Background: an optimization exercise with open tools, aiming at small area, a short achievable clock period and few clock cycles per item. Do not read the settings as production practice.
Function was not checked in any run shown here: the RTL went through the layout flow alone.

`design/flow/design.v`:
```
module ptouch_rast (
    input  wire        clk,
    input  wire        rst,         
    input  wire [1:0]  cfg_fmt,     
    input  wire [9:0]  cfg_wd,      
    input  wire [9:0]  cfg_pd,      
    input  wire [9:0]  cfg_tp,      
    input  wire [9:0]  cfg_rm,      
    input  wire        in_valid,
    output wire        in_ready,
    input  wire [31:0] in_pix,      
    output wire        out_valid,
    input  wire        out_ready,
    output wire [7:0]  out_data,
    output wire        out_last
);
    localparam integer DEPTH = 6;           
    localparam integer CAP   = DEPTH;       
    reg fgray, frgba, pd_nz;
    always @(posedge clk) begin
        fgray <= (cfg_fmt == 2'd0);
        frgba <= (cfg_fmt == 2'd2);
        pd_nz <= (cfg_pd != 10'd0);
    end
    reg        in_ready_r;
    reg  [9:0] A, B;
    reg  [8:0] C;
    reg  [2:0] iph;       
    reg        fb;        
    reg        cs;        
    wire fire = in_valid && in_ready_r;
    wire [10:0] ab   = {1'b0, A} - {1'b0, B} - 11'd2;
    wire row_pre     = !ab[10];
    wire row_band    = !row_pre && (B != 10'd0);
    wire row_last    = !row_pre && ((C == 9'd0 && A == 10'd1) || (C == 9'd1 && A == 10'd0));
    wire row_lb      = row_band && (B == 10'd1);
    wire row_sb      = row_band && (fb || iph == 3'd0);    
    always @(posedge clk) begin
        if (rst || (fire && row_last)) begin
            A   <= cfg_wd;
            B   <= cfg_pd;
            C   <= 9'd0;
            iph <= cfg_rm[2:0];
            fb  <= 1'b1;
        end else if (fire) begin
            if (row_pre) begin
                A <= A - 10'd2;
                C <= C + 9'd1;
            end else if (row_band) begin
                A   <= A - 10'd1;
                B   <= B - 10'd1;
                iph <= iph + 3'd1;
                fb  <= 1'b0;
            end else if (C != 9'd0) begin
                C <= C - 9'd1;
            end else begin
                A <= A - 10'd1;
            end
        end
    end
    always @(posedge clk) begin
        if (rst) cs <= 1'b1;
        else if (fire) cs <= row_last;
    end
    reg [31:0] p0;
    reg        v0, lb0;
    always @(posedge clk) begin
        p0  <= in_pix;
        v0  <= !rst && fire && row_band;
        lb0 <= row_lb;
    end
    wire [7:0] pr = p0[31:24];
    wire [7:0] pg = p0[23:16];
    wire [7:0] pb = p0[15:8];
    wire [7:0] pa = frgba ? p0[7:0] : 8'd255;
    wire [15:0] xr = pr * pa;
    wire [15:0] xg = pg * pa;
    wire [15:0] xb = pb * pa;
    wire [7:0]  fr = xr[15:8] + {7'd0, ({1'b0, xr[15:8]} + {1'b0, xr[7:0]} >= 9'd255)};
    wire [7:0]  fg = xg[15:8] + {7'd0, ({1'b0, xg[15:8]} + {1'b0, xg[7:0]} >= 9'd255)};
    wire [7:0]  fb_ = xb[15:8] + {7'd0, ({1'b0, xb[15:8]} + {1'b0, xb[7:0]} >= 9'd255)};
    wire [10:0] fsum = {3'd0, fr} + {3'd0, fg} + {3'd0, fb_};
    wire [10:0] lim  = {3'd0, pa} + {2'd0, pa, 1'b0};         
    wire        bit_rgb  = (fsum + 11'd384 < lim);
    wire        bit_gray = (pr < 8'd127);
    wire        pbit     = fgray ? bit_gray : bit_rgb;
    reg  [2:0] ph;        
    reg  [7:0] sh;
    reg        pushq, pushl;
    wire [7:0] bitv = {7'd0, pbit} << (3'd7 - ph);
    always @(posedge clk) begin
        if (rst) begin
            ph    <= cfg_rm[2:0];
            sh    <= 8'd0;
            pushq <= 1'b0;
            pushl <= 1'b0;
        end else begin
            pushq <= 1'b0;
            if (v0) begin
                sh    <= pushq ? bitv : (sh | bitv);
                pushq <= (ph == 3'd7) || lb0;
                pushl <= lb0;
                ph    <= lb0 ? cfg_rm[2:0] : ph + 3'd1;
            end else if (pushq) begin
                sh <= 8'd0;
            end
        end
    end
    reg [8:0] fm [0:DEPTH-1];
    reg [2:0] wp, rp;
    reg [3:0] fcnt;
    wire      fne  = (fcnt != 4'd0);
    wire [8:0] head = fm[rp];
    always @(posedge clk) begin
        if (pushq) fm[wp] <= {pushl, sh};
    end
    reg       ov, ol;
    reg [7:0] ob;
    reg [6:0] L, T;       
    reg       bdone;      
    reg [1:0] pend;       
    reg [3:0] nb;         
    assign out_valid = ov;
    assign out_data  = ob;
    assign out_last  = ol;
    assign in_ready  = in_ready_r;
    wire can_load  = !ov || out_ready;
    wire emit_zero = (L != 7'd0) || !pd_nz || bdone;
    wire go        = (pend != 2'd0) && can_load && (emit_zero || fne);
    wire pop       = go && !emit_zero;
    wire line_end  = go && (T == 7'd1);
    wire col_start = fire && cs;
    wire [1:0] pend_n = pend + {1'b0, col_start} - {1'b0, line_end};
    wire [3:0] nb_n   = nb + {3'd0, fire && row_sb} - {3'd0, pop};
    wire cs_n         = fire ? row_last : cs;
    always @(posedge clk) begin
        if (rst) begin
            ov    <= 1'b0;
            ol    <= 1'b0;
            ob    <= 8'd0;
            L     <= cfg_rm[9:3];
            T     <= cfg_tp[9:3];
            bdone <= 1'b0;
            pend  <= 2'd0;
            nb    <= 4'd0;
            wp    <= 3'd0;
            rp    <= 3'd0;
            fcnt  <= 4'd0;
            in_ready_r <= 1'b1;
        end else begin
            if (ov && out_ready) ov <= 1'b0;
            if (go) begin
                ov <= 1'b1;
                ob <= emit_zero ? 8'd0 : head[7:0];
                ol <= (T == 7'd1);
                if (L != 7'd0) L <= L - 7'd1;
                if (pop && head[8]) bdone <= 1'b1;
                if (T == 7'd1) begin
                    L     <= cfg_rm[9:3];
                    T     <= cfg_tp[9:3];
                    bdone <= 1'b0;
                end else begin
                    T <= T - 7'd1;
                end
            end
            if (pushq) wp <= (wp == DEPTH - 1) ? 3'd0 : wp + 3'd1;
            if (pop)   rp <= (rp == DEPTH - 1) ? 3'd0 : rp + 3'd1;
            fcnt <= fcnt + {3'd0, pushq} - {3'd0, pop};
            pend <= pend_n;
            nb   <= nb_n;
            in_ready_r <= (nb_n < CAP) && !(cs_n && pend_n == 2'd2);
        end
    end
endmodule
```
`design/flow/run.sh`:
```
#!/bin/bash
# synth_recipe.tcl (not shown) runs the flow's synth.tcl, then flattens the netlist and writes it again
# the make line also repeats each setting of config.mk as NAME=value (left out here)
make -C /OpenROAD-flow-scripts/flow DESIGN_CONFIG=/design/flow/config.mk WORK_HOME=/design/flow/orfs CLKGATE_MAP_FILE= SYNTH_SCRIPT=/design/flow/synth_recipe.tcl finish
```
`design/flow/config.mk`:
```
export PLATFORM = sky130hd
export DESIGN_NAME = ptouch_rast
export DESIGN_NICKNAME = ptouch_rast
export VERILOG_FILES = /design/flow/design.v
export SDC_FILE = /design/flow/constraint.sdc
export NUM_CORES = 4
export LEC_CHECK = 0
export CAP_MARGIN = 20
export CORE_MARGIN = 2
export CORE_UTILIZATION = 40
export SLEW_MARGIN = 20
```
`design/flow/constraint.sdc`:
```
create_clock -name core_clock -period 28.0 [get_ports {clk}]
set_input_delay 5.6000 -clock core_clock [delete_from_list [all_inputs] [get_ports {clk}]]
set_output_delay 5.6000 -clock core_clock [all_outputs]
set_load 0.01 [all_outputs]
```
==> impl_metrics.toml, run 1 <==
[outcome]
outcome = "finished clean"

[clocking]
clk_transition_reported_paths_ns = 0.08
cts_hold_buf = 0
cts_repair_resize_count = 0
cts_buffers = 17
cts-root-buf = "clkbuf_16"
cts_tree = "built"
cts_buffer_depth = 2
post_cts_buffers = 0
ctsHtreeMaxLevel = 4
clock_sink_count = 183
clock_latency_ns = 0.46

[routing]
dr_total_vias = 12300
route.top_layer_used = "met4"
drc_errors = 0
wirelength_mm = 36.3
route.detailed.wl_per_inst_um = 15.1
met2RoutedLength_mm = 17.8
met3RoutedLength_um = 966
routed_metal_1_wirelength_mm = 16.8
drt-initial-drc-count = 667
drt_pre_antenna_iters = 5
detail-route-antenna-nets = 0
vias_per_cell = 5.14

[floorplan]
die_width_um = 210
die_h_um = 210
num_io_pins = 89
placeableCoreArea_um2 = 41900
rows = 75
start_util_pct = 40.6
floorplan.die_area_um2 = 44200

[grt]
grt_antenna_before_repair = 1
global_route_wire_length_before_repair_mm = 61.6
globalRouteOverflowTotal = 0
grt_max_degree = 50
grt_pass1_vias = 12500
grt_util_all_layers_pct = 17.3

[synth]
synth_area_leader_cell = "edfxtp_1"
synth_seq_cells = 183
async_reset_ff_share_pct = 0
sequential_area_share_after_synthesis_pct = 27.0
ys.flop_type = "edfxtp_1"
post_synth.cell_area_avg_um2 = 9.59
syn_inst = 1776
ys_top_cells_by_area = "edfxtp_1 (17%), ha_1 (16%), fa_1 (14%)"
post-synth-top-area-fraction_pct = 16.6
synth_area_um2 = 17000
ys_warn_count = 1
yosysUniqueCellTypes = 92
synth_edf_count = 94
post_syn_nets = 2192

[critical_path]
worst_ep_required_time_ns = 28.30
path_max_fanout = 16
crit_slowest_cell = "a41oi_1"
worst_setup_path_start_kind = "register"
path_class = "register to register"
reg2reg_setup_slack_ns = 16.45
crit_top_cell = "ha_1"
setup.worst_path.end_class = "register"
cpPeakStageDelay_ns = 0.69
worst-endpoint-arrival_ns = 11.85

[sta]
timing.final.hold_violations = 0
worstMarginPinSlew_ns = 0.947
final-setup-viol-count = 0
slew-limit-headroom_pct = 36.7
finalCriticalPeriod_ns = 11.55
rsz0062_at_grt = "no"
maxClockFrequency_mhz = 86.6
final_worst_clock_skew_ns = 0.0143
fin_setup_tns_ns = 0
final_max_slew_viol_count = 0
fin_ws_ns = 16.45
final_min_period_over_clock_period_pct = 41.2

[final_layout]
num-nets-final = 2263
fillerInstances = 3958
flow.area_growth_from_synthesis_pct = 11.9
fraction_of_final_layout_cells_with_drive_strength_greater_than_1_pct = 4.84

[placed_design]
dp_hpwl_mm = 27.8
post-place-ws_ns = 16.52
finalWeightedCongestion = 0.850
place.port_buffers = 85

[hold_path]
hold_path.class = "register to register"

[job]
max-cap-violations = 0
## metrics by stage
step	util, %	hold slack, ns	area [µm²]	instances
finish	45.4	0.456	19000	2400
global route	45.4	0.474	19000	2400
floorplan	-	0.427	17000	1776
global placement	44.0	0.439	18500	2367
CTS	45.4	0.457	19000	2399
detailed placement	44.0	0.440	18500	2367
## Yosys cell counts (all sizes together) (6+ instances only)
master and count:
fa 123, inv 238, nand2b 29, o21ai 65, nor2b 22, a211oi 8
or3 10, mux4 9, nand4 10, xor2 38, nor3b 6, clkbuf 29
xnor2 71, a31oi 8, nand3 28, buf 14, and2 169, edfxtp 94
o31ai 11, o21bai 8, o2111ai 9, a21oi 70, nand2 146, a211o 7
mux2i 13, nor3 24, a21o 24, o21a 11, and3 12, dfxtp 89
ha 215, o211ai 7, nor2 83, nor4 11
## critical path: cells and delay by family (launching register included)
family          cells  cell delay, ns
compound gates     12            3.02
xor+xnor            4            0.78
fa+ha+maj          13            4.88
buf+inv             3            0.43
flops               1            0.52
simple gates        8            1.72
## layout make-up
cell class | instances | area (µm²) | share of cell area, %
Multi-Input combinational cell | 1312 | 11400 | 59.6
Clock buffer | 18 | 429 | 2.25
Tap cell | 539 | 674 | 3.54
Clock inverter | 14 | 159 | 0.834
Inverter | 238 | 893 | 4.69
Sequential cell | 183 | 4600 | 24.2
Antenna cell | 1 | 2.50 | 0.0131
Timing Repair Buffer | 95 | 926 | 4.86
## cell families (layout without fill, tap and decap cells)
group | after synthesis | count (layout) | share of synthesized area, %
adder cells (fa/ha/maj) | 338 | 338 | 30.3
flip-flops | 183 | 183 | 27.0
XOR/XNOR | 110 | 110 | 5.78
AND/OR/NAND/NOR | 576 | 576 | 18.1
other | 0 | 1 | 0
AO/OA/AOI/OAI | 262 | 262 | 10.2
buffers and inverters | 281 | 365 | 6.40
multiplexers | 26 | 26 | 2.22
## final timing paths
| path | from | endpoint | depth (start not counted) |
|---|---|---|---|
| hold reg to reg | ob[5]$_SDFFE_PP0P_ | ob[5]$_SDFFE_PP0P_ | 2 |
| setup / recovery | frgba$_DFF_P_ | sh[6]$_SDFFE_PP0P_ | 40 |
| hold / removal | ob[5]$_SDFFE_PP0P_ | ob[5]$_SDFFE_PP0P_ | 2 |
| setup reg to reg | frgba$_DFF_P_ | sh[6]$_SDFFE_PP0P_ | 40 |
## layer usage
metal | GRT usage, % | vias to the layer above
met1 | 22.3 | 6005
met4 | 5.50 | 0
met2 | 30.0 | 169
met3 | 2.28 | 39
met5 | 0 | -
li1 | - | 6133
## sequential cells by signal, indices dropped and copies added, names as in the netlist, 2 cells and up, named ones only
signal / flops
L: 7
fm: 54
A: 10
wp: 3
nb: 4
T: 7
ob: 8
sh: 8
ph: 3
pend: 2
iph: 3
p0: 32
fcnt: 4
rp: 3
C: 9
B: 10
## cell usage in the layout, fill, tap and decap left out, types with 59 or more instances in the layout
cell type and count:
inv_1 237, ha_1 215, and2_1 167, nand2_1 146, fa_1 123, edfxtp_1 94
dfxtp_1 89, clkdlybuf4s50_1 85, nor2_1 83, xnor2_1 70, a21oi_1 69, o21ai_0 59
==> run 2, diff against run 1 <==
--- a/design/flow/design.v
+++ b/design/flow/design.v
@@ -16,10 +16,9 @@
 );
     localparam integer DEPTH = 6;           
     localparam integer CAP   = DEPTH;       
-    reg fgray, frgba, pd_nz;
+    reg fgray, pd_nz;
     always @(posedge clk) begin
         fgray <= (cfg_fmt == 2'd0);
-        frgba <= (cfg_fmt == 2'd2);
         pd_nz <= (cfg_pd != 10'd0);
     end
     reg        in_ready_r;
@@ -62,28 +61,40 @@
         if (rst) cs <= 1'b1;
         else if (fire) cs <= row_last;
     end
-    reg [31:0] p0;
+    wire [6:0] a6_in = (cfg_fmt != 2'd2) ? 7'h7f : (in_pix[7] ? in_pix[6:0] : 7'd0);
+    reg [23:0] p0;        
+    reg [6:0]  a60;       
+    reg [8:0]  t30;       
     reg        v0, lb0;
     always @(posedge clk) begin
-        p0  <= in_pix;
+        p0  <= in_pix[31:8];
+        a60 <= a6_in;
+        t30 <= {2'd0, a6_in} + {1'd0, a6_in, 1'b0};
         v0  <= !rst && fire && row_band;
         lb0 <= row_lb;
     end
-    wire [7:0] pr = p0[31:24];
-    wire [7:0] pg = p0[23:16];
-    wire [7:0] pb = p0[15:8];
-    wire [7:0] pa = frgba ? p0[7:0] : 8'd255;
-    wire [15:0] xr = pr * pa;
-    wire [15:0] xg = pg * pa;
-    wire [15:0] xb = pb * pa;
-    wire [7:0]  fr = xr[15:8] + {7'd0, ({1'b0, xr[15:8]} + {1'b0, xr[7:0]} >= 9'd255)};
-    wire [7:0]  fg = xg[15:8] + {7'd0, ({1'b0, xg[15:8]} + {1'b0, xg[7:0]} >= 9'd255)};
-    wire [7:0]  fb_ = xb[15:8] + {7'd0, ({1'b0, xb[15:8]} + {1'b0, xb[7:0]} >= 9'd255)};
-    wire [10:0] fsum = {3'd0, fr} + {3'd0, fg} + {3'd0, fb_};
-    wire [10:0] lim  = {3'd0, pa} + {2'd0, pa, 1'b0};         
-    wire        bit_rgb  = (fsum + 11'd384 < lim);
-    wire        bit_gray = (pr < 8'd127);
-    wire        pbit     = fgray ? bit_gray : bit_rgb;
+    wire [9:0] m1 = {3'b001, a60};
+    wire [9:0] m2 = {2'b01, a60, 1'b0};
+    wire [9:0] m3 = {1'b0, t30} + 10'd384;
+    function [9:0] msel(input [1:0] d);
+        msel = (d == 2'd0) ? 10'd0 : (d == 2'd1) ? m1 : (d == 2'd2) ? m2 : m3;
+    endfunction
+    function [15:0] mul(input [7:0] c);
+        mul = {6'd0, msel(c[1:0])} + {4'd0, msel(c[3:2]), 2'd0}
+            + {2'd0, msel(c[5:4]), 4'd0} + {msel(c[7:6]), 6'd0};
+    endfunction
+    wire [15:0] xr = mul(p0[23:16]);
+    wire [15:0] xg = mul(p0[15:8]);
+    wire [15:0] xb = mul(p0[7:0]);
+    wire [8:0] er  = {1'b0, xr[15:8]} + {1'b0, xr[7:0]} + 9'd1;
+    wire [8:0] eg  = {1'b0, xg[15:8]} + {1'b0, xg[7:0]} + 9'd1;
+    wire [8:0] eb  = {1'b0, xb[15:8]} + {1'b0, xb[7:0]} + 9'd1;
+    wire [10:0] d  = {3'd0, xr[15:8]} + {3'd0, xg[15:8]} + {3'd0, xb[15:8]}
+                   + {10'd0, er[8]} + {10'd0, eg[8]} + {10'd0, eb[8]}
+                   + {2'b11, ~t30} + 11'd1;
+    wire       pbit = fgray ? (p0[23:16] < 8'd127) : d[10];
+    wire       v1   = v0;
+    wire       lb1  = lb0;
     reg  [2:0] ph;        
     reg  [7:0] sh;
     reg        pushq, pushl;
@@ -96,11 +107,11 @@
             pushl <= 1'b0;
         end else begin
             pushq <= 1'b0;
-            if (v0) begin
+            if (v1) begin
                 sh    <= pushq ? bitv : (sh | bitv);
-                pushq <= (ph == 3'd7) || lb0;
-                pushl <= lb0;
-                ph    <= lb0 ? cfg_rm[2:0] : ph + 3'd1;
+                pushq <= (ph == 3'd7) || lb1;
+                pushl <= lb1;
+                ph    <= lb1 ? cfg_rm[2:0] : ph + 3'd1;
             end else if (pushq) begin
                 sh <= 8'd0;
             end
==> run 2 against run 1 <==
Against the previous run: synthesized area shrank 15%; sequential share of layout area grew 4.6 points; wire length shrank 7.1%; register-to-register slack gained 3.4 ns; count of clock-buffer cells in the layout grew 2; core utilization grew 0.57 points; setup slack gained 3.4 ns.
==> impl_metrics.toml, run 2 <==
[critical_path]
worst_setup_path_start_kind = "register"
setup.worst_path.end_class = "register"
cpPeakStageDelay_ns = 0.75
crit_slowest_cell = "ha_1"
worst_ep_required_time_ns = 28.38
path_max_fanout = 12
reg2reg_setup_slack_ns = 19.87
path_class = "register to register"
worst-endpoint-arrival_ns = 8.52
crit_top_cell = "inv_1"

[clocking]
ctsHtreeMaxLevel = 4
clock_sink_count = 189
cts_repair_resize_count = 0
cts_tree = "built"
cts-root-buf = "clkbuf_16"
cts_buffer_depth = 2
clk_transition_reported_paths_ns = 0.08
post_cts_buffers = 0
clock_latency_ns = 0.45
cts_hold_buf = 0
cts_buffers = 17

[synth]
yosysUniqueCellTypes = 61
synth_edf_count = 94
post-synth-top-area-fraction_pct = 19.5
syn_inst = 1483
synth_area_leader_cell = "edfxtp_1"
post_synth.cell_area_avg_um2 = 9.78
async_reset_ff_share_pct = 0
synth_seq_cells = 189
library_cell_with_the_highest_instance_count_after_synthesis = "ha_1"
ys_top_cells_by_area = "edfxtp_1 (19%), ha_1 (14%), dfxtp_1 (13%)"
sequential_area_share_after_synthesis_pct = 32.6
ys.flop_type = "dfxtp_1"
post_syn_nets = 1781
synth.cells.most_frequent = "ha_1 (162), inv_1 (140), nand2_1 (132)"
ys_warn_count = 1
synth_area_um2 = 14500

[sta]
rsz0062_at_grt = "no"
worstMarginPinSlew_ns = 1.04
final-setup-viol-count = 0
timing.final.hold_violations = 0
slew-limit-headroom_pct = 30.2
final_max_slew_viol_count = 0
final_worst_clock_skew_ns = 0.0173
finalCriticalPeriod_ns = 8.13
final.hold.worst_slack_ns = 0.459
maxClockFrequency_mhz = 123
final_min_period_over_clock_period_pct = 29.0
fin_setup_tns_ns = 0

[final_layout]
largestRegisters = "fm (54), p0 (24)"
max_flop_register = "fm"
postLayoutCoreUtil_pct = 46.0
flow.area_growth_from_synthesis_pct = 13.1
most_frequent_cells_in_the_layout = "ha_1 (162), inv_1 (140), nand2_1 (132)"
num-nets-final = 1833
largest_register_ffs = 54
final_common_cell = "ha_1"
fraction_of_final_layout_cells_with_drive_strength_greater_than_1_pct = 9.56
layout.cells.non_filler = 2009
antenna-diode-count = 0
fillerInstances = 3411

[routing]
drt_pre_antenna_iters = 22
wirelength_mm = 33.7
vias_per_cell = 5.35
dr_total_vias = 10700
route.detailed.wl_per_inst_um = 16.8
drt-initial-drc-count = 564
detail-route-antenna-nets = 0
drc_errors = 0

[placed_design]
dp_hpwl_mm = 25.0
finalWeightedCongestion = 0.859
place.port_buffers = 85
dp_cells = 1977

[floorplan]
start_util_pct = 40.7
die_h_um = 194
floorplan.die_area_um2 = 37800
rows = 69
die_width_um = 194
num_io_pins = 89
placeableCoreArea_um2 = 35700

[grt]
grt_pass1_vias = 10600
grt_max_degree = 31
grt_util_all_layers_pct = 18.1
grt_antenna_before_repair = 1
global_route_wire_length_before_repair_mm = 55.0
globalRouteOverflowTotal = 0

[hold_path]
hold_path.class = "register to register"

[outcome]
outcome = "finished clean"

[job]
max-cap-violations = 0
==> run 2: cell types whose count changed after synthesis, moves of 16 or more <==
cell / previous run / this run
ha_1: 215 / 162
and2_1: 167 / 13
inv_1: 237 / 140
nand2b_1: 29 / 9
a22o_1: 1 / 50
mux2_2: 3 / 75
xor2_1: 38 / 21
fa_1: 123 / 58
o21ai_1: 5 / 21
clkbuf_1: 29 / 49
a22oi_1: 1 / 24
==> run 2: critical path: cells and delay by family (launching register included) <==
kind / cells / cell delay [ns]
flip-flops: 1 / 0.31
XOR/XNOR: 1 / 0.35
adder cells (fa/ha/maj): 9 / 3.90
AO/OA/AOI/OAI: 7 / 1.86
AND/OR/NAND/NOR: 6 / 0.69
buffers and inverters: 6 / 0.62
multiplexers: 1 / 0.34
==> run 2: per-stage QoR <==
step	setup slack (ns)	cell area, µm²
floorplan	20.49	14500
global placement	19.70	15800
detailed placement	19.67	15800
CTS	19.80	16400
global route	19.39	16400
finish	19.87	16400
==> run 2: layout make-up <==
cell class / count / area, µm² / area share (%)
Clock buffer: 20 / 458 / 2.79
Sequential cell: 189 / 4720 / 28.8
Clock inverter: 12 / 123 / 0.748
Tap cell: 461 / 577 / 3.52
Timing Repair Buffer: 100 / 963 / 5.88
Inverter: 140 / 526 / 3.21
Multi-Input combinational cell: 1087 / 9020 / 55.0
==> run 2: cell families after synthesis <==
| family | count (synthesis) | synth area share (%) |
|---|---|---|
| AND/OR/NAND/NOR | 382 | 12.7 |
| AO/OA/AOI/OAI | 304 | 14.0 |
| XOR/XNOR | 76 | 4.59 |
| buffers and inverters | 207 | 5.44 |
| multiplexers | 104 | 8.60 |
| adder cells (fa/ha/maj) | 221 | 22.1 |
| flip-flops | 189 | 32.6 |
==> run 2: layer usage <==
metal,track usage (%),vias up,wire length [µm]
li1,-,5357,-
met1,24.6,5161,16200
met2,30.5,198,15900
met3,2.72,30,1190
met4,4.44,0,476
met5,0,-,0
==> run 2: worst paths after layout <==
kind	start	end	cells after the start
worst max-delay path	t30[7]$_DFF_P_	sh[6]$_SDFFE_PP0P_	30
worst min-delay path	ob[4]$_SDFFE_PP0P_	ob[4]$_SDFFE_PP0P_	2
worst max register to register	t30[7]$_DFF_P_	sh[6]$_SDFFE_PP0P_	30
worst min register to register	ob[4]$_SDFFE_PP0P_	ob[4]$_SDFFE_PP0P_	2

[separate check: timing with driven ports]
The flow's constraints put no driver on any port. The routed layouts listed below were extracted and timed again, unchanged, in two steps. Step 1 sets driving cells, clkbuf_16 on the clock port and buf_2 on the other inputs (assumed; they add their load-dependent delay and slew). Step 2 adds t to the input delays and takes it off the output delays; t is the mean of the earliest and latest rising clock arrival at the registers after step 1. Input paths then give back, and output paths get back, about the clock's delay inside the block. a / b / c = ideal ports / drivers / drivers and shift; a / b = the first two.
run | t, ns | slack for setup (ns) | worst hold slack (ns) | worst setup path at the end | worst register clock-pin slew, ns
run 1 | 0.494 | 16.450 / 16.450 / 16.450 | 0.456 / 0.456 / 0.456 | register to register | 0.08 / 0.08
run 2 | 0.489 | 19.866 / 19.866 / 19.672 | 0.459 / 0.459 / 0.459 | input to register | 0.08 / 0.08
After both steps every run listed still meets setup and hold. The setup slack of run 2, which loses most, moves by 0.000 ns with the drivers and by -0.194 ns with both steps.
